Context: an optimization exercise on an open-source flow, tuned for small area, a short achievable clock period and few clock cycles per item. The choices shown serve that exercise and are no tape-out recipe. Function was not checked in any run shown here: the RTL went through the layout flow alone.

**flow/config.mk**
```make
export PLATFORM = sky130hd
export DESIGN_NAME = a429pk
export DESIGN_NICKNAME = a429pk
export VERILOG_FILES = /design/flow/design.v
export SDC_FILE = /design/flow/constraint.sdc
export NUM_CORES = 8
export LEC_CHECK = 0
export CAP_MARGIN = 40
export CORE_MARGIN = 2
export CORE_UTILIZATION = 40
export SETUP_SLACK_MARGIN = 5
export SLEW_MARGIN = 40
```
**flow/constraint.sdc**
```tcl
create_clock -name core_clock -period 15.0 [get_ports {clk}]
set_input_delay 3.0000 -clock core_clock [delete_from_list [all_inputs] [get_ports {clk}]]
set_output_delay 3.0000 -clock core_clock [all_outputs]
set_load 0.01 [all_outputs]
```
**flow/design.v**
```verilog
module a429pk_bk #(parameter W = 8) (
    input  wire [W-1:0] a,
    input  wire [W-1:0] b,
    input  wire         ci,
    output wire [W-1:0] s
);
    function integer clg(input integer v);
        integer t;
        begin
            clg = 0;
            for (t = v - 1; t > 0; t = t >> 1)
                clg = clg + 1;
        end
    endfunction
    localparam N = W + 1;
    localparam L = clg(N);
    wire [N-1:0] G [0:2*L];
    wire [N-1:0] P [0:2*L];
    assign G[0] = {a & b, ci};
    assign P[0] = {a ^ b, 1'b0};
    genvar l, i;
    generate
        for (l = 0; l < L; l = l + 1) begin : up
            for (i = 0; i < N; i = i + 1) begin : b_
                if (((i + 1) % (1 << (l + 1))) == 0) begin : n
                    assign G[l+1][i] = G[l][i] | (P[l][i] & G[l][i - (1 << l)]);
                    assign P[l+1][i] = P[l][i] & P[l][i - (1 << l)];
                end else begin : t
                    assign G[l+1][i] = G[l][i];
                    assign P[l+1][i] = P[l][i];
                end
            end
        end
        for (l = L - 2; l >= 0; l = l - 1) begin : dn
            for (i = 0; i < N; i = i + 1) begin : b_
                if (((i + 1) % (1 << (l + 1))) == (1 << l) && i >= (1 << (l + 1))) begin : n
                    assign G[2*L-1-l][i] = G[2*L-2-l][i] | (P[2*L-2-l][i] & G[2*L-2-l][i - (1 << l)]);
                    assign P[2*L-1-l][i] = P[2*L-2-l][i] & P[2*L-2-l][i - (1 << l)];
                end else begin : t
                    assign G[2*L-1-l][i] = G[2*L-2-l][i];
                    assign P[2*L-1-l][i] = P[2*L-2-l][i];
                end
            end
        end
    endgenerate
    wire [N-1:0] c = G[2*L-1];
    assign s = P[0][N-1:1] ^ c[N-2:0];
endmodule
module a429pk (
    input  wire         clk,
    input  wire         rst,
    input  wire         cmd_valid,
    output wire         cmd_ready,
    input  wire [287:0] cmd,
    output reg          rsp_valid,
    output wire [127:0] rsp_rn,
    output wire [63:0]  rsp_rd,
    output reg          diag_valid,
    output reg  [3:0]   diag_code,
    output wire [31:0]  raw,
    output wire [7:0]   dsr
);
    localparam [7:0] OP_SETRAW  = 8'h01, OP_GETRAW  = 8'h02,
                     OP_SETID   = 8'h03, OP_GETID   = 8'h04,
                     OP_SETSDI  = 8'h05, OP_GETSDI  = 8'h06,
                     OP_SETSSM  = 8'h07, OP_GETSSM  = 8'h08,
                     OP_SETPAR  = 8'h09, OP_GETPAR  = 8'h0A,
                     OP_SETBNR  = 8'h0B, OP_GETBNR  = 8'h0C,
                     OP_SETBCDD = 8'h0D, OP_SETBCD  = 8'h0E,
                     OP_GETBCD  = 8'h0F, OP_SETDISC = 8'h10,
                     OP_GETDISC = 8'h11, OP_SETDBIT = 8'h12,
                     OP_GETDBIT = 8'h13, OP_CLR     = 8'h14,
                     OP_GETWORD = 8'h15, OP_GETDSR  = 8'h16,
                     OP_CLRDSR  = 8'h17;
    localparam [3:0] E_NONE     = 4'd0,
                     E_RANGE    = 4'd1,
                     E_TOOWIDE  = 4'd2,
                     E_OCCUPIED = 4'd3,
                     E_OUTRANGE = 4'd4,
                     E_DIGIT    = 4'd5,
                     E_RADIX    = 4'd6,
                     E_SIGNOVL  = 4'd7,
                     E_ILLEGAL  = 4'd8;
    localparam [4:0] S_IDLE  = 5'd0,
                     S_EXEC  = 5'd1,    
                     S_PREP  = 5'd2,    
                     S_P2    = 5'd3,    
                     S_P1    = 5'd4,    
                     S_DIV   = 5'd5,    
                     S_FIN   = 5'd6,    
                     S_FIN2  = 5'd7,    
                     S_GMUL  = 5'd8,    
                     S_GD2   = 5'd9,    
                     S_DAB   = 5'd10,   
                     S_BW    = 5'd11,   
                     S_BREM  = 5'd12,   
                     S_BSCAN = 5'd13,   
                     S_GPREP = 5'd14,   
                     S_GBCD  = 5'd15,   
                     S_TB    = 5'd16;   
    reg [4:0] st;
    reg [31:0]  raw_q;
    reg [7:0]   dsr_q;
    reg [131:0] acc;         
    reg [130:0] ds;          
    reg [63:0]  opx;         
    reg [63:0]  rd;          
    reg [32:0]  alq;         
    reg [7:0]   opq;         
    reg [5:0]   fb, lb, sb;
    reg [6:0]   wv;          
    reg [4:0]   sht;         
    reg [4:0]   jc;          
    reg [4:0]   jd;          
    reg         bneg;        
    reg [65:0]  ppq;         
    reg         first;       
    reg         flip;        
    reg         flip1;       
    reg         neg;         
    reg         nz;          
    reg         tbq;         
    reg         hdone;       
    reg         shdone;      
    reg [4:0]   shc;         
    reg [6:0]   pos;         
    reg         m_div;       
    reg         m_ar;        
    reg         m_p1;        
    reg         pend;        
    reg [4:0]   np;          
    reg [3:0]   bk;          
    reg         remq;        
    reg [15:0]  gmask;       
    reg [4:0]   g_cnt;       
    reg [3:0]   g_lm;        
    reg [15:0]  g_inb;       
    assign raw       = raw_q;
    assign dsr       = dsr_q;
    assign cmd_ready = (st == S_IDLE);
    assign rsp_rn    = acc[127:0];
    assign rsp_rd    = rd;
    wire idle = (st == S_IDLE);
    function [5:0] msb64(input [63:0] x);
        reg [31:0] a;
        reg [15:0] b;
        reg [7:0]  c;
        reg [3:0]  d;
        reg [1:0]  e;
        begin
            msb64[5] = |x[63:32]; a = msb64[5] ? x[63:32] : x[31:0];
            msb64[4] = |a[31:16]; b = msb64[4] ? a[31:16] : a[15:0];
            msb64[3] = |b[15:8];  c = msb64[3] ? b[15:8]  : b[7:0];
            msb64[2] = |c[7:4];   d = msb64[2] ? c[7:4]   : c[3:0];
            msb64[1] = |d[3:2];   e = msb64[1] ? d[3:2]   : d[1:0];
            msb64[0] = e[1];
        end
    endfunction
    function [4:0] btop(input [63:0] x);
        reg [5:0] m;
        begin
            m    = msb64(x ^ {x[62:0], 1'b0});
            btop = m[5:1];
        end
    endfunction
    function [2:0] bdig(input [63:0] x, input [4:0] j);
        reg [64:0] xx;
        begin
            xx   = {x, 1'b0};
            bdig = xx[{j, 1'b0} +: 3];
        end
    endfunction
    function [6:0] width0(input [5:0] f, input [5:0] l);
        width0 = (f > l) ? 7'd0 : ({1'b0, l} - {1'b0, f} + 7'd1);
    endfunction
    wire [7:0]  c_op  = cmd[7:0];
    wire [5:0]  c_rsv = cmd[31:26];
    wire [63:0] c_a   = cmd[95:32];
    wire [63:0] c_b   = cmd[159:96];
    wire [63:0] c_d   = cmd[287:224];
    wire c_known   = (c_op >= OP_SETRAW) && (c_op <= OP_CLRDSR);
    wire c_illegal = (c_rsv != 6'd0) || !c_known ||
                     (c_op == OP_SETBNR && (c_b == 64'd0 || c_d == 64'd0)) ||
                     (c_op == OP_GETBNR && c_d == 64'd0) ||
                     (c_op == OP_SETPAR && c_a[63:1] != 63'd0);
    wire c_b10     = (c_b == 64'd10);
    wire c_hi8  = (c_a[63:8] != 56'd0);
    wire c_hi2  = c_hi8 || (c_a[7:2] != 6'd0);
    wire c_par  = c_a[0] ^ (^raw_q);
    wire occ_id  = (raw_q[7:0]   != 8'd0);
    wire occ_sdi = (raw_q[9:8]   != 2'd0);
    wire occ_ssm = (raw_q[30:29] != 2'd0);
    wire occ_par = raw_q[31];
    wire o_setid  = (c_op == OP_SETID);
    wire o_setsdi = (c_op == OP_SETSDI);
    wire o_setssm = (c_op == OP_SETSSM);
    wire o_setpar = (c_op == OP_SETPAR);
    wire o_setbcd = (c_op == OP_SETBCD);
    wire o_getbcd = (c_op == OP_GETBCD);
    wire o_exec   = (c_op == OP_SETRAW) || (c_op == OP_SETDISC) || (c_op == OP_SETDBIT) ||
                    (c_op == OP_SETBCDD) || (c_op == OP_GETRAW) || (c_op == OP_GETDISC) ||
                    (c_op == OP_GETDBIT);
    wire o_bnr    = (c_op == OP_SETBNR) || (c_op == OP_GETBNR);
    wire i_e2   = !c_illegal && ((o_setid && c_hi8) || ((o_setsdi || o_setssm) && c_hi2));
    wire i_e3   = !c_illegal && ((o_setid && !c_hi8 && occ_id) || (o_setsdi && !c_hi2 && occ_sdi) ||
                                 (o_setssm && !c_hi2 && occ_ssm) || (o_setpar && occ_par));
    wire i_e6   = !c_illegal && (o_setbcd || o_getbcd) && !c_b10;
    wire i_e4   = !c_illegal && o_setbcd && c_b10 && c_a[63];
    wire i_diag = c_illegal || i_e2 || i_e3 || i_e6 || i_e4;
    wire [3:0] i_code = {c_illegal, i_e6 || i_e4, i_e6 || i_e3 || i_e2, i_e3};
    wire i_wid  = !c_illegal && o_setid && !c_hi8 && !occ_id;
    wire i_wsdi = !c_illegal && o_setsdi && !c_hi2 && !occ_sdi;
    wire i_wssm = !c_illegal && o_setssm && !c_hi2 && !occ_ssm;
    wire i_wpar = !c_illegal && o_setpar && !occ_par;
    wire i_clr  = !c_illegal && (c_op == OP_CLR);
    wire i_clrd = !c_illegal && (c_op == OP_CLRDSR);
    wire i_multi = !c_illegal && (o_exec || o_bnr || (o_setbcd && c_b10 && !c_a[63]) ||
                                  (o_getbcd && c_b10));
    wire [4:0] i_next = c_illegal ? S_IDLE :
                        o_exec ? S_EXEC :
                        o_bnr ? S_PREP :
                        (o_setbcd && c_b10 && !c_a[63]) ? S_DAB :
                        (o_getbcd && c_b10) ? S_GPREP : S_IDLE;
    wire        e_dbit = (opq == OP_SETDBIT) || (opq == OP_GETDBIT);
    wire [5:0]  ef     = fb;
    wire [5:0]  el     = e_dbit ? fb : lb;
    reg  [32:0] e_ge, e_le;
    integer n;
    always @(*) begin
        for (n = 0; n < 33; n = n + 1) begin
            e_ge[n] = (n >= ef);
            e_le[n] = (n <= el);
        end
    end
    wire [32:0] ext    = {raw_q, 1'b0};                  
    wire        e_bok  = (ef != 6'd0) && (el <= 6'd32) && (ef <= el);
    wire [32:0] e_al   = (ext & e_le) >> ef;             
    wire [31:0] e_mask = e_ge[32:1] & e_le[32:1];
    wire        e_occ  = (raw_q & e_mask) != 32'd0;
    wire [5:0]  e_wm1  = el - ef;
    wire [6:0]  e_w0   = width0(ef, el);
    wire [5:0]  e_amsb = msb64(opx);
    wire        e_anz  = (opx != 64'd0);
    wire        e_fit  = !opx[63] && (!e_anz || e_amsb <= e_wm1);
    wire        e_dfit = !opx[63] && (!e_anz || {1'b0, e_amsb} < e_w0);
    reg  [31:0] wval;
    reg  [5:0]  wsh;
    wire [31:0] u_wr = wval << wsh;
    wire        in_p1   = (st == S_P1);
    reg  [4:0]  nd_idx;
    reg  [63:0] nd_src;
    reg         nd_flip;
    wire [63:0] c_reg   = ds[63:0];
    always @(*) begin
        nd_src  = c_reg;
        nd_idx  = jc - 5'd1;
        nd_flip = flip;
        case (st)
            S_PREP: begin
                nd_idx = btop(c_reg);
                if (opq == OP_GETBNR) nd_flip = g_sbit;
            end
            S_P2: if (jc == 5'd0) begin
                nd_src  = opx;
                nd_idx  = jd;
                nd_flip = flip1;
            end
            S_P1: nd_src = opx;
            default: ;
        endcase
    end
    wire [2:0] nd_dig  = bdig(nd_src, nd_idx);
    wire       nd_one  = nd_dig[1] ^ nd_dig[0];
    wire       nd_two  = (nd_dig == 3'b011) || (nd_dig == 3'b100);
    wire       nd_neg  = (nd_one || nd_two) && ((nd_dig[2] && !(nd_dig[1] && nd_dig[0])) ^ nd_flip);
    wire        nd_p1   = m_p1 || (st == S_P2 && jc == 5'd0);
    wire        nd_gm   = (st == S_PREP) && (opq == OP_GETBNR);
    wire [63:0] m_cand  = nd_p1 ? rd : (nd_gm ? {32'd0, e_bok ? e_al[31:0] : 32'd0} : ds[127:64]);
    wire [65:0] m_c66   = {{2{m_cand[63]}}, m_cand};
    wire [65:0] pp_mag  = nd_one ? m_c66 : (nd_two ? {m_c66[64:0], 1'b0} : 66'd0);
    wire [65:0] pp_nx   = pp_mag ^ {66{nd_neg}};
    wire [131:0] pp_y   = {{66{ppq[65]}}, ppq};
    wire         d_sub  = !acc[131];                     
    wire [131:0] ad_x   = m_div ? {acc[130:0], 1'b0} :
                          (first ? 132'd0 : {acc[129:0], 2'b00});
    wire [131:0] ad_y   = m_div ? ({1'b0, ds} ^ {132{d_sub}}) : pp_y;
    wire         ad_ci  = m_div ? d_sub : bneg;
    wire [131:0] ad_s;
    a429pk_bk #(.W(132)) u_add (.a(ad_x), .b(ad_y), .ci(ad_ci), .s(ad_s));
    wire         q_bit  = !ad_s[131];
    wire        f_sgn   = neg && nz;
    wire        g_sbit  = f_b2 && ext[sb];
    wire [31:0] f_raw1  = raw_q | ((e_bok && !e_occ) ? u_wr : 32'd0);
    wire        f_b2    = (sb != 6'd0) && (sb <= 6'd32);
    wire        f_occ2  = f_raw1[sb[4:0] - 5'd1];
    wire [3:0]  f_e1    = !e_bok ? E_RANGE : (e_occ ? E_OCCUPIED : E_NONE);
    wire [3:0]  f_e2    = !f_b2 ? E_RANGE : (f_occ2 ? E_OCCUPIED : E_NONE);
    wire [31:0] f_wr2   = (f_b2 && !f_occ2 && f_sgn) ? (32'd1 << (sb[4:0] - 5'd1)) : 32'd0;
    wire [6:0]  r_span = {1'b0, lb} - {1'b0, fb};
    wire [4:0]  r_gcnt = (fb <= lb) ? ({1'b0, r_span[5:2]} + 5'd1) : 5'd0;
    wire [1:0]  r_glw  = r_span[1:0];
    wire [3:0]  r_glm  = (r_glw == 2'd0) ? 4'b0001 : (r_glw == 2'd1) ? 4'b0011 :
                         (r_glw == 2'd2) ? 4'b0111 : 4'b1111;
    wire [5:0]  r_gt   = 6'd29 - fb;
    reg  [15:0] r_ginb;
    integer kk;
    always @(*) begin
        for (kk = 0; kk < 16; kk = kk + 1)
            r_ginb[kk] = (kk != 0 || fb != 6'd0) &&
                         ((kk + 1 == r_gcnt) ? (lb <= 6'd32) :
                                               (fb <= 6'd29 && kk <= r_gt[5:2]));
    end
    wire [35:0] al36 = {3'b000, alq};
    reg  [15:0] g_act, g_lst, g_bad, g_occ;
    reg  [63:0] g_dig;      
    reg  [31:0] g_err;      
    integer k;
    always @(*) begin
        for (k = 0; k < 16; k = k + 1) begin : grp
            reg [3:0] d, gm, occn;
            reg g_inbk;
            g_act[k] = (k < g_cnt);
            g_lst[k] = (k + 1 == g_cnt);
            gm = g_lst[k] ? g_lm : 4'b1111;
            d  = ds[4*k +: 4];
            g_bad[k] = (d & ~gm) != 4'd0;
            occn = (k <= 8) ? al36[4*k +: 4] : 4'd0;
            if (k > 8) g_inbk = 1'b0; else g_inbk = g_inb[k];
            g_occ[k] = (occn & gm) != 4'd0;
            g_err[2*k +: 2] = !g_act[k] ? 2'd0 :
                              g_bad[k] ? 2'd3 :
                              !g_inbk ? 2'd1 :
                              g_occ[k] ? 2'd2 : 2'd0;
            g_dig[4*k +: 4] = (g_act[k] && g_err[2*k +: 2] == 2'd0) ? d : 4'd0;
        end
    end
    reg [15:0] g_errv;
    integer k2;
    always @(*) begin
        for (k2 = 0; k2 < 16; k2 = k2 + 1)
            g_errv[k2] = g_err[2*k2 +: 2] != 2'd0;
    end
    wire g_e0 = (g_errv == 16'd0);
    wire g_e1 = !g_e0 && ((g_errv & (g_errv - 16'd1)) == 16'd0);
    function [3:0] ecode(input [1:0] e);
        ecode = (e == 2'd1) ? E_RANGE : (e == 2'd2) ? E_OCCUPIED :
                (e == 2'd3) ? E_DIGIT : E_NONE;
    endfunction
    reg [3:0] g_first;
    integer k3;
    always @(*) begin
        g_first = E_NONE;
        for (k3 = 15; k3 >= 0; k3 = k3 - 1)
            if (g_errv[k3]) g_first = ecode(g_err[2*k3 +: 2]);
    end
    wire [3:0] g_scan = ecode(g_err[2*bk +: 2]);
    wire [75:0] g_hmask = ~(76'd0) << {g_cnt, 2'b00};
    wire        g_rem   = (ds[75:0] & g_hmask) != 76'd0;
    wire [3:0]  gi     = np[3:0];
    wire        gb_inb = (gi <= 4'd8) && g_inb[gi];
    wire [3:0]  gb_dig = gb_inb ? al36[{gi, 2'b00} +: 4] : 4'd0;
    wire [31:0] gb_x   = {acc[28:0], 3'b000};
    wire [31:0] gb_y   = {acc[30:0], 1'b0};
    wire [31:0] gb_z   = {28'd0, gb_dig};
    wire [31:0] gb_s   = gb_x ^ gb_y ^ gb_z;
    wire [31:0] gb_c   = {(gb_x[30:0] & gb_y[30:0]) | (gb_x[30:0] & gb_z[30:0]) |
                          (gb_y[30:0] & gb_z[30:0]), 1'b0};
    wire [31:0] gb_acc;
    a429pk_bk #(.W(32)) u_gadd (.a(gb_s), .b(gb_c), .ci(1'b0), .s(gb_acc));
    function [3:0] dadj(input [3:0] a);
        begin
            dadj[3] = a[3] | (a[2] & (a[1] | a[0]));
            dadj[2] = (a[2] & ~a[1] & ~a[0]) | (a[3] & a[0]);
            dadj[1] = (~a[2] & a[1]) | (a[1] & a[0]) | (a[3] & ~a[0]);
            dadj[0] = (~a[3] & ~a[2] & a[0]) | (a[2] & a[1] & ~a[0]) | (a[3] & ~a[0]);
        end
    endfunction
    function [75:0] dab1(input [75:0] v, input b);
        integer i;
        reg [75:0] t;
        begin
            for (i = 0; i < 19; i = i + 1)
                t[4*i +: 4] = dadj(v[4*i +: 4]);
            dab1 = {t[74:0], b};
        end
    endfunction
    wire [4:0]  dab_i    = first ? e_amsb[5:1] : np;
    wire [1:0]  dab_bits = opx[{dab_i, 1'b0} +: 2];
    wire [75:0] dab_in   = first ? 76'd0 : ds[75:0];
    wire [75:0] dab_out  = dab1(dab1(dab_in, dab_bits[1]), dab_bits[0]);
    always @(*) begin
        wval = opx[31:0];
        wsh  = ef - 6'd1;
        if (st == S_BW) begin
            if (fb == 6'd0) begin
                wval = g_dig[32:1];
                wsh  = 6'd0;
            end else
                wval = g_dig[31:0];
        end
    end
    reg        nx_diag;
    reg [3:0]  nx_code;
    reg        p1_hd, p1_sd;
    reg [131:0] acc_m;
    reg [7:0]  dsr_set;
    reg [4:0]  p1_shc;
    always @(posedge clk) begin
        nx_diag = 1'b0;
        nx_code = E_NONE;
        p1_hd   = 1'b0;
        p1_sd   = 1'b0;
        p1_shc  = 5'd0;
        acc_m   = acc;
        bneg <= nd_neg;
        ppq  <= pp_nx;
        if (idle) begin
            opq   <= c_op;
            fb    <= cmd[13:8];
            lb    <= cmd[19:14];
            sb    <= cmd[25:20];
            neg   <= cmd[95] ^ cmd[159] ^ cmd[223] ^ cmd[287];
            flip  <= cmd[159] ^ cmd[223];
            flip1 <= cmd[95] ^ cmd[287];
            first <= 1'b1;
            m_div <= 1'b0;
            m_ar  <= 1'b0;
            m_p1  <= 1'b0;
            opx   <= (c_op == OP_SETBNR) ? c_d : c_a;
            ds    <= {3'd0, c_b, cmd[223:160]};
            rd    <= (c_op == OP_GETBNR) ? c_d : ((c_op == OP_SETBNR) ? c_a : 64'd1);
            acc_m  = (c_op == OP_GETID)   ? {124'd0, raw_q[7:0]} :
                     (c_op == OP_GETSDI)  ? {130'd0, raw_q[9:8]} :
                     (c_op == OP_GETSSM)  ? {130'd0, raw_q[30:29]} :
                     (c_op == OP_GETPAR)  ? {131'd0, raw_q[31]} :
                     (c_op == OP_GETWORD) ? {100'd0, raw_q} :
                     (c_op == OP_GETDSR)  ? {124'd0, dsr_q} : 132'd0;
        end
        begin
            rsp_valid <= 1'b0;
            case (st)
            S_IDLE: if (cmd_valid) begin
                rsp_valid <= !i_multi;
                if (i_diag) begin
                    nx_diag = 1'b1; nx_code = i_code;
                end
                if (c_illegal) begin
                    rd    <= 64'd1;
                    acc_m = 132'd0;
                end
                if (i_wid)  raw_q[7:0]   <= c_a[7:0];
                if (i_wsdi) raw_q[9:8]   <= c_a[1:0];
                if (i_wssm) raw_q[30:29] <= c_a[1:0];
                if (i_wpar) raw_q[31]    <= c_par;
                if (i_clr)  raw_q        <= 32'd0;
                if (i_clrd) dsr_q        <= 8'd0;
                st <= i_next;
            end
            S_EXEC: begin
                rsp_valid <= 1'b1;
                st <= S_IDLE;
                case (opq)
                OP_GETRAW, OP_GETDISC, OP_GETDBIT: begin
                    if (!e_bok) begin nx_diag = 1'b1; nx_code = E_RANGE; end
                    else acc_m = {100'd0, e_al[31:0]};
                end
                default: begin   
                    if (opq == OP_SETBCDD && !e_dfit) begin
                        nx_diag = 1'b1; nx_code = E_DIGIT;
                    end else if (!e_bok) begin
                        nx_diag = 1'b1; nx_code = E_RANGE;
                    end else if (!e_fit) begin
                        nx_diag = 1'b1; nx_code = E_TOOWIDE;
                    end else if (e_occ) begin
                        nx_diag = 1'b1; nx_code = E_OCCUPIED;
                    end else
                        raw_q <= raw_q | u_wr;
                end
                endcase
            end
            S_PREP: begin
                jc  <= btop(c_reg);
                jd  <= btop(opx);
                wv  <= e_w0;
                sht <= e_w0[6:2] + {4'd0, e_w0[1] | e_w0[0]};
                if (opq == OP_SETBNR) begin
                    if (c_reg == 64'd0) begin
                        nx_diag = 1'b1; nx_code = E_ILLEGAL;
                        rsp_valid <= 1'b1;
                        rd <= 64'd1;
                        st <= S_IDLE;
                    end else begin
                        if (fb <= sb && sb <= lb) begin
                            nx_diag = 1'b1; nx_code = E_SIGNOVL;
                        end
                        st   <= S_P2;
                        m_ar <= 1'b1;
                    end
                end else begin
                    ds[127:64] <= {32'd0, (e_bok ? e_al[31:0] : 32'd0)};
                    flip <= g_sbit;
                    pend <= !e_bok && !f_b2;
                    if (!e_bok || !f_b2) begin
                        nx_diag = 1'b1; nx_code = E_RANGE;
                    end
                    if (c_reg == 64'd0 || !e_bok || e_al[31:0] == 32'd0) begin
                        if (!e_bok && !f_b2)
                            st <= S_GD2;
                        else begin
                            rsp_valid <= 1'b1;
                            st <= S_IDLE;
                        end
                    end else begin
                        st   <= S_GMUL;
                        m_ar <= 1'b1;
                    end
                end
            end
            S_P2: begin
                first <= 1'b0;
                jc    <= jc - 5'd1;
                if (jc == 5'd0) begin
                    st     <= S_P1;
                    m_p1   <= 1'b1;
                    jc     <= jd;
                    first  <= 1'b1;
                    flip   <= flip1;
                    hdone  <= 1'b0;
                    shdone <= 1'b0;
                    shc    <= 5'd0;
                end
            end
            S_P1: begin
                p1_hd  = hdone;
                p1_sd  = shdone;
                p1_shc = shc;
                if (first) begin
                    ds <= {acc[129:0], 1'b0};
                    p1_sd = (sht == 5'd0);
                end else if (!shdone) begin
                    if (ds[130:127] != 4'd0)
                        p1_sd = 1'b1;
                    else begin
                        ds <= {ds[126:0], 4'd0};
                        p1_shc = shc + 5'd1;
                        p1_sd  = (p1_shc == sht);
                    end
                end
                if (!hdone) begin
                    first <= 1'b0;
                    jc    <= jc - 5'd1;
                    p1_hd = (jc == 5'd0);
                end
                hdone  <= p1_hd;
                shdone <= p1_sd;
                shc    <= p1_shc;
                m_ar   <= !p1_hd;
                if (p1_hd && p1_sd) begin
                    tbq   <= 1'b0;
                    st    <= S_DIV;
                    m_div <= 1'b1;
                    m_ar  <= 1'b1;
                    opx   <= 64'd0;
                    nz    <= 1'b0;
                    pos   <= {p1_shc, 2'b00};
                end
            end
            S_DIV: begin
                opx <= {opx[62:0], q_bit};
                pos <= pos - 7'd1;
                if (q_bit) nz <= 1'b1;
                tbq <= q_bit && (pos >= wv);
                if (tbq) begin
                    m_div <= 1'b0;
                    m_ar  <= 1'b0;
                    st    <= S_TB;
                end else if (pos == 7'd0) begin
                    m_div <= 1'b0;
                    m_ar  <= 1'b0;
                    st    <= S_FIN;
                end
            end
            S_TB: begin
                nx_diag = 1'b1; nx_code = E_OUTRANGE;
                rsp_valid <= 1'b1;
                acc_m = 132'd0;
                rd    <= 64'd1;
                st    <= S_IDLE;
            end
            S_FIN: begin
                acc_m = 132'd0;
                rd  <= 64'd1;
                if (tbq) begin
                    nx_diag = 1'b1; nx_code = E_OUTRANGE;
                    rsp_valid <= 1'b1;
                    st <= S_IDLE;
                end else if (f_e1 != E_NONE && f_e2 != E_NONE) begin
                    nx_diag = 1'b1; nx_code = f_e1;
                    st <= S_FIN2;
                end else begin
                    raw_q <= f_raw1 | f_wr2;
                    if (f_e1 != E_NONE) begin nx_diag = 1'b1; nx_code = f_e1; end
                    if (f_e2 != E_NONE) begin nx_diag = 1'b1; nx_code = f_e2; end
                    rsp_valid <= 1'b1;
                    st <= S_IDLE;
                end
            end
            S_FIN2: begin
                raw_q <= raw_q | f_wr2;
                nx_diag = 1'b1; nx_code = f_e2;
                rsp_valid <= 1'b1;
                st <= S_IDLE;
            end
            S_GMUL: begin
                first <= 1'b0;
                jc    <= jc - 5'd1;
                if (pend) begin
                    nx_diag = 1'b1; nx_code = E_RANGE;
                    pend <= 1'b0;
                end
                if (jc == 5'd0) begin
                    m_ar <= 1'b0;
                    rsp_valid <= 1'b1;
                    st <= S_IDLE;
                end
            end
            S_GD2: begin
                nx_diag = 1'b1; nx_code = E_RANGE;
                rsp_valid <= 1'b1;
                st <= S_IDLE;
            end
            S_DAB: begin
                ds[75:0] <= dab_out;
                first <= 1'b0;
                np    <= dab_i - 5'd1;
                alq   <= e_al;
                g_cnt <= r_gcnt;
                g_lm  <= r_glm;
                g_inb <= r_ginb;
                if (dab_i == 5'd0) st <= S_BW;
            end
            S_BW: begin
                raw_q <= raw_q | u_wr;
                if (g_e0) begin
                    if (g_rem) begin nx_diag = 1'b1; nx_code = E_OUTRANGE; end
                    rsp_valid <= 1'b1;
                    st <= S_IDLE;
                end else if (g_e1) begin
                    nx_diag = 1'b1; nx_code = g_first;
                    if (g_rem) st <= S_BREM;
                    else begin
                        rsp_valid <= 1'b1;
                        st <= S_IDLE;
                    end
                end else begin
                    bk    <= 4'd0;
                    remq  <= g_rem;
                    gmask <= g_errv;
                    st    <= S_BSCAN;
                end
            end
            S_BREM: begin
                nx_diag = 1'b1; nx_code = E_OUTRANGE;
                rsp_valid <= 1'b1;
                st <= S_IDLE;
            end
            S_BSCAN: begin
                if (gmask[bk]) begin nx_diag = 1'b1; nx_code = g_scan; end
                bk <= bk + 4'd1;
                if ({1'b0, bk} + 5'd1 == g_cnt) begin
                    if (remq) st <= S_BREM;
                    else begin
                        rsp_valid <= 1'b1;
                        st <= S_IDLE;
                    end
                end
            end
            S_GPREP: begin
                alq   <= e_al;
                g_cnt <= r_gcnt;
                g_lm  <= r_glm;
                g_inb <= r_ginb;
                np    <= r_gcnt - 5'd1;
                if (r_gcnt == 5'd0) begin
                    rsp_valid <= 1'b1;
                    st <= S_IDLE;
                end else
                    st <= S_GBCD;
            end
            S_GBCD: begin
                acc_m[31:0] = gb_acc;
                if (!gb_inb) begin nx_diag = 1'b1; nx_code = E_RANGE; end
                np <= np - 5'd1;
                if (np == 5'd0) begin
                    rsp_valid <= 1'b1;
                    st <= S_IDLE;
                end
            end
            default: st <= S_IDLE;
            endcase
            diag_valid <= nx_diag;
            diag_code  <= nx_code;
            case (nx_code)
                4'd1: dsr_set = 8'h01;
                4'd2: dsr_set = 8'h02;
                4'd3: dsr_set = 8'h04;
                4'd4: dsr_set = 8'h08;
                4'd5: dsr_set = 8'h10;
                4'd6: dsr_set = 8'h20;
                4'd7: dsr_set = 8'h40;
                4'd8: dsr_set = 8'h80;
                default: dsr_set = 8'h00;
            endcase
            if (nx_diag && !(st == S_IDLE && i_clrd))
                dsr_q <= dsr_q | dsr_set;
        end
        acc <= m_ar ? ad_s : acc_m;
        if (rst) begin
            st         <= S_IDLE;
            raw_q      <= 32'd0;
            dsr_q      <= 8'd0;
            rsp_valid  <= 1'b0;
            diag_valid <= 1'b0;
            diag_code  <= 4'd0;
        end
    end
endmodule
```
**flow/run.sh**
```bash
#!/bin/bash
# synth_recipe.tcl (not shown) runs the flow's synth.tcl, then flattens the netlist and writes it again
# the make line also repeats each setting of config.mk as NAME=value (left out here)
make -C /OpenROAD-flow-scripts/flow DESIGN_CONFIG=/design/flow/config.mk WORK_HOME=/design/flow/orfs CLKGATE_MAP_FILE= SYNTH_SCRIPT=/design/flow/synth_recipe.tcl finish
```
==> results.cfg, run 1 <==
[timing]
setup_total_negative_slack_ns = 0
worst_slew_pin_slew_ns = 1.06
finalSetupViolations = 0
maxSlewHeadroom_pct = 29.2
final_min_period_over_clock_period_pct = 55.8
timing_max_transition_violations_final = 0
finClkSkew_ns = 0.0585
unrepaired_setup_endpoints_after_global_routing = false
final_hold_viol_count = 0
post-route-min-period_ns = 8.37
timing.fmax_ghz = 0.119

[routing]
drt-pass1-iter-count = 9
routed_wire_length_per_instance_um = 38.4
route.detailed.drc = 0
antenna_left = 0
via_count = 83100
drtIter0Drc = 14400
finalWirelength_mm = 452
post_drt_via_cell_ratio = 7.06

[outcome]
run_status = finished clean

[floorplan]
fp.coreArea_um2 = 174000
die_w_um = 422
io-pin-count = 530
fp.dieH_um = 422
num_rows = 153
die_area_um2 = 178000
initial_utilization_pct = 40.2

[worst_setup_path]
critical_path_peak_fanout = 38
worst_ep_arrival_time_ns = 8.96
depth_of_the_worst_register_to_register_path = 21
critical_path.startpoint = fb[1]$_DFFE_PP_
rrSetupSlack_ns = 6.63
endpoint_kind = flop
worstSetupStartpointType = flop
worst-setup-path-type = flop to flop
required_ns = 15.59
rr_startpoint = fb[1]$_DFFE_PP_

[worst_hold_path]
min-delay-start = acc[130]$_DFF_P_
timing.hold.worst.class = flop to flop
min_delay_path_depth = 2

[cells_and_area]
share_of_cells_above_drive_strength_1_pct = 9.32
nNetsFinal = 10100
layout.core_utilization_pct = 46.3
layout.cells.non_filler = 11800
synth_to_final_area_change_pct = 14.9

[cts]
postCtsHoldBufs = 0
cts.root.buffer_cell = sky130_fd_sc_hd__clkbuf_16
clock_network_latency_to_the_later_pin_of_the_worst_skew_pair_ns = 0.79
tritoncts = done
cts.sinks = 656
ctsResizeCount = 0
clk_path_buf_depth = 3
cts-htree-levels = 3
tritoncts_buffer_count = 88
clkTransAtPathRegs_ns = 0.07
cts.repair_timing.setup_buffer_count = 0

[place]
gpl.final_weighted_congestion = 1.17
numPortBuffers = 529
placed_cells = 11600
place.detailed.hpwl_mm = 348

[global_route]
first_global_vias = 75800
number_of_antenna_violations_at_the_first_check_in_global_routing = 57
grt_first_pass_wirelength_mm = 616
grt_use_total_pct = 48.3
pin_count_of_the_biggest_net_entering_global_routing = 143
grt_remaining_overflow = 0

[yosys]
synth.distinct_cells = 121
mean_area_per_synthesized_cell_um2 = 7.50
syn-cell-area_um2 = 69900
synth_edf_count = 143
synth_fp_nets = 10000
synth-async-reset-ratio_pct = 0
synth.yosys.seq_area_share_pct = 20.8
ys_ff_latch = 656
count_of_warnings_emitted_by_yosys = 3
ys.flop_type = sky130_fd_sc_hd__dfxtp_1
syn-instance-count = 9322

[run]
timing.max_cap.violations = 0
## final cells by class
| type | instances | area (um^2) |
|---|---|---|
| Fill cell | 17500 | 93300 |
| Multi-Input combinational cell | 7265 | 50200 |
| Sequential cell | 656 | 14600 |
| Timing Repair Buffer | 853 | 7850 |
| Tap cell | 2325 | 2910 |
| Clock buffer | 124 | 2580 |
| Inverter | 478 | 1800 |
| Clock inverter | 37 | 339 |
| Antenna cell | 23 | 57.6 |
## critical path, cell delays in order, from the launching register on
cell	delay, ns
sky130_fd_sc_hd__edfxtp_1	0.35
sky130_fd_sc_hd__buf_4	0.30
sky130_fd_sc_hd__clkinv_1	0.36
sky130_fd_sc_hd__ha_1	0.50
sky130_fd_sc_hd__or3b_2	0.72
sky130_fd_sc_hd__nor4_4	0.28
sky130_fd_sc_hd__buf_4	0.36
sky130_fd_sc_hd__nor2_1	0.09
sky130_fd_sc_hd__buf_4	0.26
sky130_fd_sc_hd__a211oi_1	0.21
sky130_fd_sc_hd__buf_4	0.30
sky130_fd_sc_hd__nand2_1	0.40
sky130_fd_sc_hd__a2111oi_0	0.78
sky130_fd_sc_hd__a311o_1	0.29
sky130_fd_sc_hd__a311oi_1	0.10
sky130_fd_sc_hd__a311oi_1	0.41
sky130_fd_sc_hd__a311o_1	0.18
sky130_fd_sc_hd__nand4_1	0.45
sky130_fd_sc_hd__a32oi_4	0.78
sky130_fd_sc_hd__o211ai_4	0.28
sky130_fd_sc_hd__nand3_1	0.54
sky130_fd_sc_hd__o21ai_0	0.20
## synthesized netlist by cell type (25+ instances only)
cell                        number  share of area [%]
sky130_fd_sc_hd__mux4_2         48                1.5
sky130_fd_sc_hd__o221ai_1      122                1.5
sky130_fd_sc_hd__xnor2_1       308                3.9
sky130_fd_sc_hd__or3_1          31               0.28
sky130_fd_sc_hd__nor3_1        199                1.4
sky130_fd_sc_hd__a22oi_1       140                1.5
sky130_fd_sc_hd__clkbuf_1      607                3.3
sky130_fd_sc_hd__edfxtp_1      143                6.1
sky130_fd_sc_hd__a221o_1        81                1.2
sky130_fd_sc_hd__or2_2          37               0.33
sky130_fd_sc_hd__mux2_2         96                1.5
sky130_fd_sc_hd__nor2_1        687                3.7
sky130_fd_sc_hd__inv_1         464                2.5
sky130_fd_sc_hd__nor2b_1        54               0.48
sky130_fd_sc_hd__buf_1         127               0.68
sky130_fd_sc_hd__a22o_1        107                1.3
sky130_fd_sc_hd__nand2b_1       55               0.49
sky130_fd_sc_hd__nor4_1        190                1.7
sky130_fd_sc_hd__ha_1          335                6.0
sky130_fd_sc_hd__o21bai_1       30               0.32
sky130_fd_sc_hd__a211oi_1       95                1.0
sky130_fd_sc_hd__nand4_1        91               0.81
sky130_fd_sc_hd__and2_1         45               0.40
sky130_fd_sc_hd__and3_1         26               0.23
sky130_fd_sc_hd__fa_1           86                2.5
sky130_fd_sc_hd__a221oi_1       96                1.2
sky130_fd_sc_hd__a311oi_1       39               0.49
sky130_fd_sc_hd__o21ai_0       590                4.2
sky130_fd_sc_hd__buf_4         130                1.4
sky130_fd_sc_hd__a31oi_1        89               0.80
sky130_fd_sc_hd__o22ai_1       111               0.99
sky130_fd_sc_hd__mux2i_1       268                3.8
sky130_fd_sc_hd__a21o_1         97                1.0
sky130_fd_sc_hd__o211ai_1      164                1.8
sky130_fd_sc_hd__buf_2          52               0.37
sky130_fd_sc_hd__xor2_1        149                1.9
sky130_fd_sc_hd__dfxtp_1       513                 15
sky130_fd_sc_hd__a21oi_1       657                4.7
sky130_fd_sc_hd__nand3_1       327                2.3
sky130_fd_sc_hd__nand2_1      1133                6.1
sky130_fd_sc_hd__o2111ai_1      25               0.31
sky130_fd_sc_hd__o21a_1         43               0.46
sky130_fd_sc_hd__o311ai_0       41               0.51
sky130_fd_sc_hd__o31ai_1        99                1.1
## cells by family (layout without fill, tap and decap cells)
kind of cell	Yosys count	in the layout	share of synthesized area, %
flip-flops	656	656	20.8
other	0	23	0
buffers and inverters	1401	1492	8.40
AO/OA/AOI/OAI	2978	2978	29.2
adder cells (fa/ha/maj)	426	426	8.53
XOR/XNOR	478	478	6.40
AND/OR/NAND/NOR	2969	2969	19.6
multiplexers	414	414	6.99
## path summary, 6_finish.rpt
check | to
setup / recovery | raw_q[10]$_SDFFE_PP0P_
hold reg to reg | acc[130]$_DFF_P_
hold / removal | acc[130]$_DFF_P_
setup reg to reg | raw_q[10]$_SDFFE_PP0P_
## flip-flops by register name (all words and copies together), names as in the netlist, 8 cells and up
signal and cells:
acc 132, alq 33, ds 131, dsr_q 8
g_inb 9, gmask 16, opq 8, opx 64
ppq 65, raw_q 32, rd 64
## stage by stage
step / hold WS [ns] / cell area [um^2] / worst slack, ns
6_report: 0.481 / 80300 / 6.63
3_3_place_gp: 0.460 / 76800 / 6.21
5_1_grt: 0.505 / 80300 / 6.39
3_5_place_dp: 0.470 / 77200 / 6.75
2_1_floorplan: 0.446 / 69900 / 8.24
4_1_cts: 0.482 / 80100 / 6.79
## placed cells by master, fill, tap and decap left out, types with 111 or more instances in the layout
cell                              Yosys  layout
sky130_fd_sc_hd__nand2_1           1133    1128
sky130_fd_sc_hd__nor2_1             687     660
sky130_fd_sc_hd__a21oi_1            657     653
sky130_fd_sc_hd__o21ai_0            590     578
sky130_fd_sc_hd__clkdlybuf4s50_1      0     528
sky130_fd_sc_hd__dfxtp_1            513     492
sky130_fd_sc_hd__inv_1              464     461
sky130_fd_sc_hd__ha_1               335     334
sky130_fd_sc_hd__nand3_1            327     326
sky130_fd_sc_hd__buf_4              130     300
sky130_fd_sc_hd__xnor2_1            308     298
sky130_fd_sc_hd__mux2i_1            268     268
sky130_fd_sc_hd__nor3_1             199     186
sky130_fd_sc_hd__nor4_1             190     180
sky130_fd_sc_hd__o211ai_1           164     164
sky130_fd_sc_hd__xor2_1             149     148
sky130_fd_sc_hd__edfxtp_1           143     143
sky130_fd_sc_hd__a22oi_1            140     139
sky130_fd_sc_hd__o221ai_1           122     121
sky130_fd_sc_hd__o22ai_1            111     111
## per-layer routing
metal	part of all wire (%)	track usage [%]
met4	7.8	30.7
met1	39	62.2
met3	14	19.4
met5	0.065	0.0806
met2	39	66.3
==> run 2: changes to the inputs <==
--- a/flow/design.v
+++ b/flow/design.v
@@ -97,7 +97,8 @@
                      S_BSCAN = 5'd13,   
                      S_GPREP = 5'd14,   
                      S_GBCD  = 5'd15,   
-                     S_TB    = 5'd16;   
+                     S_TB    = 5'd16,   
+                     S_PREP2 = 5'd17;   
     reg [4:0] st;
     reg [31:0]  raw_q;
     reg [7:0]   dsr_q;
@@ -141,19 +142,27 @@
     assign rsp_rn    = acc[127:0];
     assign rsp_rd    = rd;
     wire idle = (st == S_IDLE);
+    function [2:0] msb8(input [7:0] f);
+        reg hi;
+        begin
+            hi = |f[7:4];
+            msb8[2] = hi;
+            msb8[1] = hi ? (f[7] | f[6]) : (f[3] | f[2]);
+            msb8[0] = hi ? (f[7] | (~f[6] & f[5])) : (f[3] | (~f[2] & f[1]));
+        end
+    endfunction
     function [5:0] msb64(input [63:0] x);
-        reg [31:0] a;
-        reg [15:0] b;
-        reg [7:0]  c;
-        reg [3:0]  d;
-        reg [1:0]  e;
+        reg [7:0]  nzb;
+        reg [23:0] lo;
+        reg [2:0]  g;
+        integer i;
         begin
-            msb64[5] = |x[63:32]; a = msb64[5] ? x[63:32] : x[31:0];
-            msb64[4] = |a[31:16]; b = msb64[4] ? a[31:16] : a[15:0];
-            msb64[3] = |b[15:8];  c = msb64[3] ? b[15:8]  : b[7:0];
-            msb64[2] = |c[7:4];   d = msb64[2] ? c[7:4]   : c[3:0];
-            msb64[1] = |d[3:2];   e = msb64[1] ? d[3:2]   : d[1:0];
-            msb64[0] = e[1];
+            for (i = 0; i < 8; i = i + 1) begin
+                nzb[i]       = |x[8*i +: 8];
+                lo[3*i +: 3] = msb8(x[8*i +: 8]);
+            end
+            g     = msb8(nzb);
+            msb64 = {g, lo[3*g +: 3]};
         end
     endfunction
     function [4:0] btop(input [63:0] x);
@@ -179,9 +188,8 @@
     wire [63:0] c_b   = cmd[159:96];
     wire [63:0] c_d   = cmd[287:224];
     wire c_known   = (c_op >= OP_SETRAW) && (c_op <= OP_CLRDSR);
+    wire [63:0] c_c   = cmd[223:160];
     wire c_illegal = (c_rsv != 6'd0) || !c_known ||
-                     (c_op == OP_SETBNR && (c_b == 64'd0 || c_d == 64'd0)) ||
-                     (c_op == OP_GETBNR && c_d == 64'd0) ||
                      (c_op == OP_SETPAR && c_a[63:1] != 63'd0);
     wire c_b10     = (c_b == 64'd10);
     wire c_hi8  = (c_a[63:8] != 56'd0);
@@ -256,10 +264,7 @@
         nd_idx  = jc - 5'd1;
         nd_flip = flip;
         case (st)
-            S_PREP: begin
-                nd_idx = btop(c_reg);
-                if (opq == OP_GETBNR) nd_flip = g_sbit;
-            end
+            S_PREP, S_PREP2: nd_idx = jc;
             S_P2: if (jc == 5'd0) begin
                 nd_src  = opx;
                 nd_idx  = jd;
@@ -274,8 +279,7 @@
     wire       nd_two  = (nd_dig == 3'b011) || (nd_dig == 3'b100);
     wire       nd_neg  = (nd_one || nd_two) && ((nd_dig[2] && !(nd_dig[1] && nd_dig[0])) ^ nd_flip);
     wire        nd_p1   = m_p1 || (st == S_P2 && jc == 5'd0);
-    wire        nd_gm   = (st == S_PREP) && (opq == OP_GETBNR);
-    wire [63:0] m_cand  = nd_p1 ? rd : (nd_gm ? {32'd0, e_bok ? e_al[31:0] : 32'd0} : ds[127:64]);
+    wire [63:0] m_cand  = nd_p1 ? rd : ds[127:64];
     wire [65:0] m_c66   = {{2{m_cand[63]}}, m_cand};
     wire [65:0] pp_mag  = nd_one ? m_c66 : (nd_two ? {m_c66[64:0], 1'b0} : 66'd0);
     wire [65:0] pp_nx   = pp_mag ^ {66{nd_neg}};
@@ -423,6 +427,8 @@
             flip  <= cmd[159] ^ cmd[223];
             flip1 <= cmd[95] ^ cmd[287];
             first <= 1'b1;
+            jc    <= btop(c_c);
+            jd    <= btop(c_d);
             m_div <= 1'b0;
             m_ar  <= 1'b0;
             m_p1  <= 1'b0;
@@ -479,12 +485,10 @@
                 endcase
             end
             S_PREP: begin
-                jc  <= btop(c_reg);
-                jd  <= btop(opx);
                 wv  <= e_w0;
                 sht <= e_w0[6:2] + {4'd0, e_w0[1] | e_w0[0]};
                 if (opq == OP_SETBNR) begin
-                    if (c_reg == 64'd0) begin
+                    if (c_reg == 64'd0 || ds[127:64] == 64'd0 || opx == 64'd0) begin
                         nx_diag = 1'b1; nx_code = E_ILLEGAL;
                         rsp_valid <= 1'b1;
                         rd <= 64'd1;
@@ -496,6 +500,11 @@
                         st   <= S_P2;
                         m_ar <= 1'b1;
                     end
+                end else if (rd == 64'd0) begin
+                    nx_diag = 1'b1; nx_code = E_ILLEGAL;
+                    rsp_valid <= 1'b1;
+                    rd <= 64'd1;
+                    st <= S_IDLE;
                 end else begin
                     ds[127:64] <= {32'd0, (e_bok ? e_al[31:0] : 32'd0)};
                     flip <= g_sbit;
@@ -510,12 +519,14 @@
                             rsp_valid <= 1'b1;
                             st <= S_IDLE;
                         end
-                    end else begin
-                        st   <= S_GMUL;
-                        m_ar <= 1'b1;
-                    end
+                    end else
+                        st <= S_PREP2;
                 end
             end
+            S_PREP2: begin
+                st   <= S_GMUL;
+                m_ar <= 1'b1;
+            end
             S_P2: begin
                 first <= 1'b0;
                 jc    <= jc - 5'd1;
==> flow/flow/run.sh (new file) <==
#!/bin/bash
# The standard layout (standard.sh), with ORFS's setup repair asked to
# leave a larger setup-slack margin on the design's own clock period.
set -euo pipefail
export SETUP_SLACK_MARGIN=8
bash standard.sh > standard.log 2>&1
==> flow/standard.sh (new file) <==
#!/bin/bash
# synth_recipe.tcl (not shown) runs the flow's synth.tcl, then flattens the netlist and writes it again
# the make line also repeats each setting of config.mk as NAME=value (left out here)
make -C /OpenROAD-flow-scripts/flow DESIGN_CONFIG=/design/flow/config.mk WORK_HOME=/design/flow/orfs CLKGATE_MAP_FILE= SYNTH_SCRIPT=/design/flow/synth_recipe.tcl "${@:-finish}"
--- a/flow/config.mk
+++ b/flow/config.mk
@@ -8,5 +8,4 @@
 export CAP_MARGIN = 40
 export CORE_MARGIN = 2
 export CORE_UTILIZATION = 40
-export SETUP_SLACK_MARGIN = 5
 export SLEW_MARGIN = 40
removed: flow/run.sh
==> run 2 against run 1 <==
Net effect: global-route usage down 4.0 points; non-clock buffer count down 46; final cell count down 5.8%; still clean on timing, DRC and antenna; sequential cell count unchanged; sequential share of layout area up 1.1 points; setup slack better by 1.4 ns; clock-buffer cell count down 3; area after synthesis down 7.2%; register-to-register slack better by 1.4 ns; clock skew down 0.0070 ns.
==> results.cfg, run 2 <==
[outcome]
run_status = finished clean

[yosys]
syn-instance-count = 8736
mean_area_per_synthesized_cell_um2 = 7.42
netlist.top_cell.by_area = sky130_fd_sc_hd__dfxtp_1
ys_top_cells_by_area = sky130_fd_sc_hd__dfxtp_1 16%, sky130_fd_sc_hd__nand2_1 7.1%, sky130_fd_sc_hd__edfxtp_1 6.4%
synth_fp_nets = 9385
synth.top_cells.by_count = 1229 x sky130_fd_sc_hd__nand2_1, 745 x sky130_fd_sc_hd__nor2_1, 710 x sky130_fd_sc_hd__a21oi_1
synth.yosys.seq_area_share_pct = 22.4
ys_ff_latch = 656
synth-async-reset-ratio_pct = 0
synth_edf_count = 138
ys.flop_type = sky130_fd_sc_hd__dfxtp_1
synth.most_common_cell = sky130_fd_sc_hd__nand2_1
syn-cell-area_um2 = 64800
synth.distinct_cells = 120
count_of_warnings_emitted_by_yosys = 3
yosysTopAreaCellShare_pct = 16.0

[timing]
post-route-min-period_ns = 6.97
final_hold_viol_count = 0
maxSlewHeadroom_pct = 29.0
worst_slack_ns = 8.03
finClkSkew_ns = 0.0515
timing_max_transition_violations_final = 0
unrepaired_setup_endpoints_after_global_routing = true
finalSetupViolations = 0
timing.fmax_ghz = 0.144
worst_slew_pin_slew_ns = 1.06
setup_total_negative_slack_ns = 0
final_min_period_over_clock_period_pct = 46.5

[routing]
route.detailed.drc = 0
antenna_left = 0
drtIter0Drc = 12400
routed_wire_length_per_instance_um = 34.5
via_count = 75400
finalWirelength_mm = 382
drt-pass1-iter-count = 8
post_drt_via_cell_ratio = 6.81

[global_route]
grt_first_pass_wirelength_mm = 528
grt_use_total_pct = 44.3
first_global_vias = 68100
grt_remaining_overflow = 0
pin_count_of_the_biggest_net_entering_global_routing = 97
number_of_antenna_violations_at_the_first_check_in_global_routing = 33

[cts]
clock_network_latency_to_the_later_pin_of_the_worst_skew_pair_ns = 0.76
postCtsHoldBufs = 0
cts.root.buffer_cell = sky130_fd_sc_hd__clkbuf_16
clkTransAtPathRegs_ns = 0.07
clk_path_buf_depth = 3
tritoncts = done
cts.sinks = 656
tritoncts_buffer_count = 87
cts-htree-levels = 3

[cells_and_area]
layout_commonest_cell = sky130_fd_sc_hd__nand2_1
synth_to_final_area_change_pct = 16.3
final_area_um2 = 75400
largest_register_ff_count = 132
layout_top_registers = acc (132), ds (131), ppq (65)
share_of_cells_above_drive_strength_1_pct = 9.13
registers.top_by_ff_count = acc
nNetsFinal = 9475
layout.cells.most_common_list = 1223 x sky130_fd_sc_hd__nand2_1, 722 x sky130_fd_sc_hd__nor2_1, 699 x sky130_fd_sc_hd__a21oi_1

[worst_hold_path]
min_delay_path_depth = 2
timing.hold.worst.class = flop to flop

[floorplan]
fp.dieH_um = 407
fp.coreArea_um2 = 161000
die_area_um2 = 165000
initial_utilization_pct = 40.3
die_w_um = 407
io-pin-count = 530
num_rows = 147

[worst_setup_path]
max_stage_delay_ns = 0.61
critical_path_peak_fanout = 38
worstSetupStartpointType = flop
worst_ep_arrival_time_ns = 7.59
critical-path-top-cell-by-count = sky130_fd_sc_hd__buf_4
cpMaxStageDelayCell = sky130_fd_sc_hd__a211o_1
required_ns = 15.62
worst-setup-path-type = flop to flop
depth_of_the_worst_register_to_register_path = 19
crit_path_cell_trace = buf_4 > inv_2 > ha_1 > buf_4 > inv_1 > o41ai_4 > buf_4 > o21ai_1 > a311oi_1 > or4_1 > nand2_1 > a31o_1 > a2111oi_0 > a41oi_1 > o311ai_0 > o2111ai_2 > a211o_1 > or4_1 > a221oi_2
endpoint_kind = flop

[place]
detailedPlace.worstSlack_ns = 7.40
numPortBuffers = 529
area_of_placed_instances_um2 = 71900
place.detailed.hpwl_mm = 296
gpl.final_weighted_congestion = 1.14

[run]
timing.max_cap.violations = 0
run 2: cell count changes in the layout (fill, tap and decap cells not counted), moves of 41 or more:
| cell | previous run | this run |
|---|---|---|
| sky130_fd_sc_hd__nor2_1 | 660 | 722 |
| sky130_fd_sc_hd__o22ai_1 | 111 | 153 |
| sky130_fd_sc_hd__o31ai_1 | 98 | 53 |
| sky130_fd_sc_hd__ha_1 | 334 | 272 |
| sky130_fd_sc_hd__inv_1 | 461 | 389 |
| sky130_fd_sc_hd__xnor2_1 | 298 | 203 |
| sky130_fd_sc_hd__nand3_1 | 326 | 164 |
| sky130_fd_sc_hd__nor4_1 | 180 | 139 |
| sky130_fd_sc_hd__nand2_1 | 1128 | 1223 |
| sky130_fd_sc_hd__a21oi_1 | 653 | 699 |
| sky130_fd_sc_hd__o221ai_1 | 121 | 58 |
| sky130_fd_sc_hd__o211ai_1 | 164 | 90 |
| sky130_fd_sc_hd__buf_4 | 300 | 249 |
run 2: layout make-up:
type	count	area, um^2
multi-input combinational	6870	46000
tap	2160	2700
fill	16400	85300
inverter	404	1530
timing repair buffer	807	7580
clock inverter	43	518
sequential	656	14500
antenna	23	57.6
clock buffer	121	2540
run 2: kinds of logic (layout without fill, tap and decap cells):
group | count (synthesis) | count (layout) | share of synthesized area, %
AOI/OAI and AO/OA | 2759 | 2759 | 28.2
xor gates and xnor gates | 369 | 369 | 4.98
adders and majority gates | 363 | 363 | 7.98
buffers and inverters | 1210 | 1375 | 7.87
DFF | 656 | 656 | 22.4
muxes | 403 | 403 | 7.68
other | 0 | 23 | 0
and+or+nand+nor | 2976 | 2976 | 20.9
run 2: what timing repair did:
item                       4_1_cts  5_1_grt
cloned                           0        1
setup buffers                    1       15
setup endpoints to repair       55      110
gates resized for setup         10       25
pin swaps                        1        4
run 2: worst max-delay path: cells and delay by family (launching register included):
family	cells	cell delay, ns
AO/OA/AOI/OAI	10	2.94
buffers and inverters	5	1.92
AND/OR/NAND/NOR	3	1.26
adder cells (fa/ha/maj)	1	0.33
flip-flops	1	0.32
run 2: worst paths after layout:
check / startpoint / endpoint / slack (ns)
max: fb[1]$_DFFE_PP_ / raw_q[14]$_SDFFE_PP0P_ / 8.03
min: acc[130]$_DFF_P_ / acc[130]$_DFF_P_ / 0.49
max reg2reg: fb[1]$_DFFE_PP_ / raw_q[14]$_SDFFE_PP0P_ / 8.03
min reg2reg: acc[130]$_DFF_P_ / acc[130]$_DFF_P_ / 0.49
run 2: metal layers:
layer  vias to the layer above  track usage [%]  share of wire [%]
met2                      5662             61.9                 40
met4                        24             26.6                7.0
li1                      32100                -                  -
met5                         -                0              0.041
met1                     36600             58.6                 39
met3                      1023             14.9                 14
run 2: stage by stage:
| stage | util [%] | instances | hold slack [ns] |
|---|---|---|---|
| after floorplan | - | 8736 | 0.446 |
| after global placement | 44.5 | 10900 | 0.462 |
| after detailed placement | 44.7 | 10900 | 0.476 |
| after CTS | 46.6 | 11000 | 0.487 |
| after global routing | 46.9 | 11100 | 0.511 |
| final | 46.9 | 11100 | 0.495 |

port drivers added, routing unchanged:
Ports are ideal in the flow. The routed layouts listed here were re-timed in OpenROAD.
Step 1 sets driving cells, clkbuf_16 on the clock port and buf_2 on the other inputs (assumed; they add their load-dependent delay and slew).
Step 2 times the ports against the registers' clock, not the clock port: input delays grow and output delays shrink by t, the midpoint of the rising clock arrivals with the driver on.
Three values: ideal, step 1, step 2; two values: the first two.
run | shift t [ns] | setup WS [ns] | worst setup path at the end
run 1 | 0.856 | 6.627 / 6.627 / 6.627 | register to register
run 2 | 0.830 | 8.032 / 8.032 / 7.619 | input to register
After both steps every run listed still meets setup and hold. The setup slack of run 2, which loses most, moves by 0.000 ns with the drivers and by -0.413 ns with both steps.
